From an optimization exercise on the open Yosys and OpenROAD flow, aimed at small area; shortcuts taken in it are not production practice.
Function was checked by simulation only, so behaviour that the tests miss may differ from the original.
Power and IR drop assume default switching activity.

== v28 ==
==> flow/design.v (excerpt) <==
module btqc (
    input  wire         clk,
    input  wire         rst,           
    input  wire         cmd_valid,
    output wire         cmd_ready,
    input  wire [127:0] cmd_data,
    output wire         resp_valid,
    output reg  [31:0]  resp_data,
    output wire         ev_valid,
    output wire [3:0]   ev_kind,
    output reg  [31:0]  ev_data,
    input  wire         ev_ack,
    input  wire [15:0]  ev_rdata
);
    localparam OP_INIT   = 8'h01, OP_SETCFG = 8'h02, OP_ENQ   = 8'h03,
               OP_CLRQ   = 8'h04, OP_QSIZE  = 8'h05, OP_QBYTES = 8'h06,
               OP_QOVF   = 8'h07, OP_FLUSH  = 8'h08, OP_XFER  = 8'h09,
               OP_FILL   = 8'h0A, OP_COPY   = 8'h0B, OP_SWCOPY = 8'h0C;
    localparam [5:0] S_IDLE    = 6'b00_0000,
                     S_RESP    = 6'b01_0000,
                     S_ENQ     = 6'b10_0000,
                     S_SLOT    = 6'b11_0000,
                     S_PREP    = 6'b11_0000,    
                     S_W1      = 6'b00_0001,    
                     S_W2      = 6'b01_0001,
                     S_W3      = 6'b10_0001,
                     S_W4      = 6'b11_0001,
                     S_SUFFIX  = 6'b00_0010,    
                     S_DW16    = 6'b00_0011,    
                     S_WAIT    = 6'b00_0100,    
                     S_GETSTEP = 6'b00_0101,    
                     S_SETSTEP = 6'b00_0110,    
                     S_SETSTEPF= 6'b01_0110,    
                     S_TAKEN   = 6'b00_0111,    
  ...
Size: about 1400 flip-flops, ~220 I/O pins.
==> flow/config.mk <==
export PLATFORM = sky130hd
export DESIGN_NAME = btqc
export DESIGN_NICKNAME = btqc
export VERILOG_FILES = /design/flow/design.v
export SDC_FILE = /design/flow/constraint.sdc
export NUM_CORES = 4
export LEC_CHECK = 0
export CAP_MARGIN = 20
export CORE_MARGIN = 2
export CORE_UTILIZATION = 40
export SLEW_MARGIN = 20
==> flow/constraint.sdc <==
create_clock -name core_clock -period 10.0 [get_ports {clk}]
set_input_delay 2.0000 -clock core_clock [delete_from_list [all_inputs] [get_ports {clk}]]
set_output_delay 2.0000 -clock core_clock [all_outputs]
set_load 0.01 [all_outputs]
standard.sh (not shown) runs the stock make flow with config.mk's settings and CLKGATE_MAP_FILE= SYNTH_SCRIPT=/design/flow/synth_recipe.tcl, a recipe that flattens the netlist after the stock synthesis.
==> flow/flow/run.sh <==
#!/bin/bash
# The standard ORFS layout (standard.sh), with three changes:
#  - synthesis is ORFS's own synthesis script (standard.sh synth), but ABC
#    maps the logic with an area-only script (flow/abc_area.script: dch +
#    amap, no buffering or sizing); flip-flops are mapped before ABC runs,
#    so the registers are those of the standard synthesis
#  - the input and output port buffers are the smallest buffer cell (buf_1)
#  - clock tree: clkbuf_8 leaf clusters of up to 20 sinks, no dummy loads
# Each make run's whole output goes to its own log (synth.log, standard.log);
# ORFS keeps each step's log under orfs/logs/.
set -euo pipefail
rm -rf scripts_area
cp -r "$FLOW_HOME/scripts" scripts_area
cp flow/abc_area.script scripts_area/abc_speed.script
export BUFFER_PORTS_ARGS="-buffer_cell sky130_fd_sc_hd__buf_1"
export CTS_ARGS="-sink_clustering_enable -repair_clock_nets -buf_list sky130_fd_sc_hd__clkbuf_8 -sink_clustering_size 20 -sink_clustering_max_diameter 60 -dont_use_dummy_load"
bash standard.sh SCRIPTS_DIR="$PWD/scripts_area" synth > synth.log 2>&1
bash standard.sh > standard.log 2>&1
==> flow/flow/abc_area.script <==
strash
dch -f
amap
strash
dch -f
amap
topo
stime -c
For v11, these inputs were changed with respect to v28:
# v28
export LEC_CHECK = 0
export CAP_MARGIN = 20
export CORE_MARGIN = 2
export CORE_UTILIZATION = 40
export SLEW_MARGIN = 20
create_clock -name core_clock -period 10.0 [get_ports {clk}]
# v11
export LEC_CHECK = 0
export CAP_MARGIN = 20
export CORE_MARGIN = 2
export CORE_UTILIZATION = 40
export CTS_BUF_LIST = sky130_fd_sc_hd__clkbuf_16
export CTS_CLUSTER_DIAMETER = 100
export CTS_CLUSTER_SIZE = 25
export SLEW_MARGIN = 20
create_clock -name core_clock -period 10.0 [get_ports {clk}]
==> flow/run.sh (new file) <==
#!/bin/bash
# synth_recipe.tcl (not shown) runs the flow's synth.tcl, then flattens the netlist and writes it again
# the make line also repeats each setting of config.mk as NAME=value (left out here)
make -C /OpenROAD-flow-scripts/flow DESIGN_CONFIG=/design/flow/config.mk WORK_HOME=/design/flow/orfs CLKGATE_MAP_FILE= SYNTH_SCRIPT=/design/flow/synth_recipe.tcl finish
removed: flow/flow/run.sh
removed: flow/flow/abc_area.script
removed: flow/standard.sh
Clock network fraction of total power, v11 and v28, lower one = v28.
Against v28, v11 comes in 0.11 ns lower on worst setup slack.
In the reports for v11 and v28, the smaller detailed placement HPWL belongs to v11.
Going from v28 to v11, number of standard cells after synthesis grows by 5.5%.
Compared with v28, v11 is the more power-hungry design.
v11 ended up with a lower slack of the worst reg-to-reg path than v28 did.
The following lists how v20 was set up differently from v11:
# v11
export LEC_CHECK = 0
export CAP_MARGIN = 20
export CORE_MARGIN = 2
export CORE_UTILIZATION = 40
export CTS_BUF_LIST = sky130_fd_sc_hd__clkbuf_16
export CTS_CLUSTER_DIAMETER = 100
export CTS_CLUSTER_SIZE = 25
export SLEW_MARGIN = 20
create_clock -name core_clock -period 10.0 [get_ports {clk}]
# v20
export LEC_CHECK = 0
export CAP_MARGIN = 20
export CORE_MARGIN = 2
export CORE_UTILIZATION = 40
export SLEW_MARGIN = 20
create_clock -name core_clock -period 10.0 [get_ports {clk}]
==> flow/flow/run.sh (new file) <==
#!/bin/bash
# The standard ORFS layout (standard.sh), with three changes:
#  - synthesis is ORFS's own synthesis script (standard.sh synth), but ABC
#    maps the logic with an area-only script (flow/abc_area.script: ifraig, dc2, dch +
#    amap, no buffering or sizing); flip-flops are mapped before ABC runs,
#    so the registers are those of the standard synthesis
#  - the input and output port buffers are the smallest buffer cell (buf_1)
#  - clock tree: clkbuf_8 leaf clusters of up to 16 sinks within 50 um, no dummy loads
# Each make run's whole output goes to its own log (synth.log, standard.log);
# ORFS keeps each step's log under orfs/logs/.
set -euo pipefail
rm -rf scripts_area
cp -r "$FLOW_HOME/scripts" scripts_area
cp flow/abc_area.script scripts_area/abc_speed.script
export BUFFER_PORTS_ARGS="-buffer_cell sky130_fd_sc_hd__buf_1"
export CTS_ARGS="-sink_clustering_enable -repair_clock_nets -buf_list sky130_fd_sc_hd__clkbuf_8 -sink_clustering_size 16 -sink_clustering_max_diameter 50 -dont_use_dummy_load"
bash standard.sh SCRIPTS_DIR="$PWD/scripts_area" synth > synth.log 2>&1
bash standard.sh > standard.log 2>&1
==> flow/flow/abc_area.script (new file) <==
strash
ifraig
dc2
dch -f
amap
strash
dch -f
amap
topo
stime -c
==> flow/standard.sh (new file) <==
#!/bin/bash
# synth_recipe.tcl (not shown) runs the flow's synth.tcl, then flattens the netlist and writes it again
# the make line also repeats each setting of config.mk as NAME=value (left out here)
make -C /OpenROAD-flow-scripts/flow DESIGN_CONFIG=/design/flow/config.mk WORK_HOME=/design/flow/orfs CLKGATE_MAP_FILE= SYNTH_SCRIPT=/design/flow/synth_recipe.tcl "${@:-finish}"
removed: flow/run.sh
## What came out
Compared with v11, in v20 normalized max-slew margin went down by 5.1 points, synthesized netlist cell count decreased 193, post-cts sizing count went down by 3. On synthesized area: between v20 and v11, it ends up lower for v20. On sequential cell fraction of total power: between v20 and v11, it ends up lower for v11. [compare] base=v11 new=v20: total buffers and inverters traversed by the critical path saw a decrease; routed wire length saw an increase; highest fanout seen on the critical path saw a decrease.

---

Starting RTL as in the previous note.
==> flow/design.v (excerpt) <==
module btqc (
    input  wire         clk,
    input  wire         rst,           
    input  wire         cmd_valid,
    output wire         cmd_ready,
    input  wire [127:0] cmd_data,
    output wire         resp_valid,
    output reg  [31:0]  resp_data,
    output wire         ev_valid,
    output wire [3:0]   ev_kind,
    output reg  [31:0]  ev_data,
    input  wire         ev_ack,
    input  wire [15:0]  ev_rdata
);
    localparam OP_INIT   = 8'h01, OP_SETCFG = 8'h02, OP_ENQ   = 8'h03,
               OP_CLRQ   = 8'h04, OP_QSIZE  = 8'h05, OP_QBYTES = 8'h06,
               OP_QOVF   = 8'h07, OP_FLUSH  = 8'h08, OP_XFER  = 8'h09,
               OP_FILL   = 8'h0A, OP_COPY   = 8'h0B, OP_SWCOPY = 8'h0C;
    localparam [5:0] S_IDLE    = 6'b00_0000,
                     S_RESP    = 6'b01_0000,
                     S_ENQ     = 6'b10_0000,
                     S_SLOT    = 6'b11_0000,
                     S_PREP    = 6'b11_0000,    
                     S_W1      = 6'b00_0001,    
                     S_W2      = 6'b01_0001,
                     S_W3      = 6'b10_0001,
                     S_W4      = 6'b11_0001,
                     S_SUFFIX  = 6'b00_0010,    
                     S_DW16    = 6'b00_0011,    
                     S_WAIT    = 6'b00_0100,    
                     S_GETSTEP = 6'b00_0101,    
                     S_SETSTEP = 6'b00_0110,    
                     S_SETSTEPF= 6'b01_0110,    
  ...
==> flow/config.mk <==
export PLATFORM = sky130hd
export DESIGN_NAME = btqc
export DESIGN_NICKNAME = btqc
export VERILOG_FILES = /design/flow/design.v
export SDC_FILE = /design/flow/constraint.sdc
export NUM_CORES = 4
export LEC_CHECK = 0
export CAP_MARGIN = 20
export CORE_MARGIN = 2
export CORE_UTILIZATION = 40
export SLEW_MARGIN = 20
==> flow/constraint.sdc <==
create_clock -name core_clock -period 10.0 [get_ports {clk}]
set_input_delay 2.0000 -clock core_clock [delete_from_list [all_inputs] [get_ports {clk}]]
set_output_delay 2.0000 -clock core_clock [all_outputs]
set_load 0.01 [all_outputs]
==> flow/flow/run.sh <==
#!/bin/bash
# The standard ORFS layout (standard.sh), with two changes:
#  - the input and output port buffers are the smallest buffer cell (buf_1)
#  - clock tree: clkbuf_8 leaf clusters of up to 20 sinks, no dummy loads
# The whole make output goes to standard.log; ORFS keeps each step's log
# under orfs/logs/.
set -euo pipefail
export BUFFER_PORTS_ARGS="-buffer_cell sky130_fd_sc_hd__buf_1"
export CTS_ARGS="-sink_clustering_enable -repair_clock_nets -buf_list sky130_fd_sc_hd__clkbuf_8 -sink_clustering_size 20 -sink_clustering_max_diameter 60 -dont_use_dummy_load"
bash standard.sh > standard.log 2>&1
Edit:
==> flow/flow/run.sh (replaced) <==
#!/bin/bash
# The standard ORFS layout (standard.sh), with two changes:
#  - the input and output port buffers are the smallest buffer cell (buf_1)
#  - clock tree: clkbuf_16 leaf clusters of up to 25 sinks, no dummy loads
# The whole make output goes to standard.log; ORFS keeps each step's log
# under orfs/logs/.
set -euo pipefail
export BUFFER_PORTS_ARGS="-buffer_cell sky130_fd_sc_hd__buf_1"
export CTS_ARGS="-sink_clustering_enable -repair_clock_nets -buf_list sky130_fd_sc_hd__clkbuf_16 -sink_clustering_size 25 -sink_clustering_max_diameter 100 -dont_use_dummy_load"
bash standard.sh > standard.log 2>&1
Setup slack got worse by 0.0037 ns.
Wire length drops slightly.
Cell area goes up slightly.
Clock power climbs by about a fifth.
Combinational power is about the same.
Non-clock buffer count stays the same.
Die area does not change.
Cell count goes down slightly.
Via count hardly moves.
Synthesized cell count stays the same.

re-timing with driven ports:
The results above use ideal ports. As a check the final layouts listed here were re-extracted and re-timed, cells and wires unchanged.
Step 1 sets driving cells, clkbuf_16 on the clock port and buf_2 on the other inputs (assumed; they add their load-dependent delay and slew).
Step 2 adds t to the input delays and takes it off the output delays; t is the mean of the earliest and latest rising clock arrival at the registers after step 1. Input paths then give back, and output paths get back, about the clock's delay inside the block.
a / b / c = ideal ports / drivers / drivers and shift; a / b = the first two.
run | shift t [ns] | slack for setup (ns) | worst slew at a driven data input, ns | pins driven straight from the clock port
v28 | 0.808 | 0.343 / 0.277 / 0.393 | 0.13 | 1
v11 | 0.734 | 0.231 / 0.161 / 0.291 | 0.05 | 1
v20 | 0.836 | 0.298 / 0.229 / 0.366 | 0.16 | 1
the first run of note 2 | 0.828 | 0.280 / 0.214 / 0.280 | 0.08 | 1
the second run of note 2 | 0.704 | 0.276 / 0.205 / 0.345 | 0.08 | 1
After both steps every run listed still meets setup and hold.
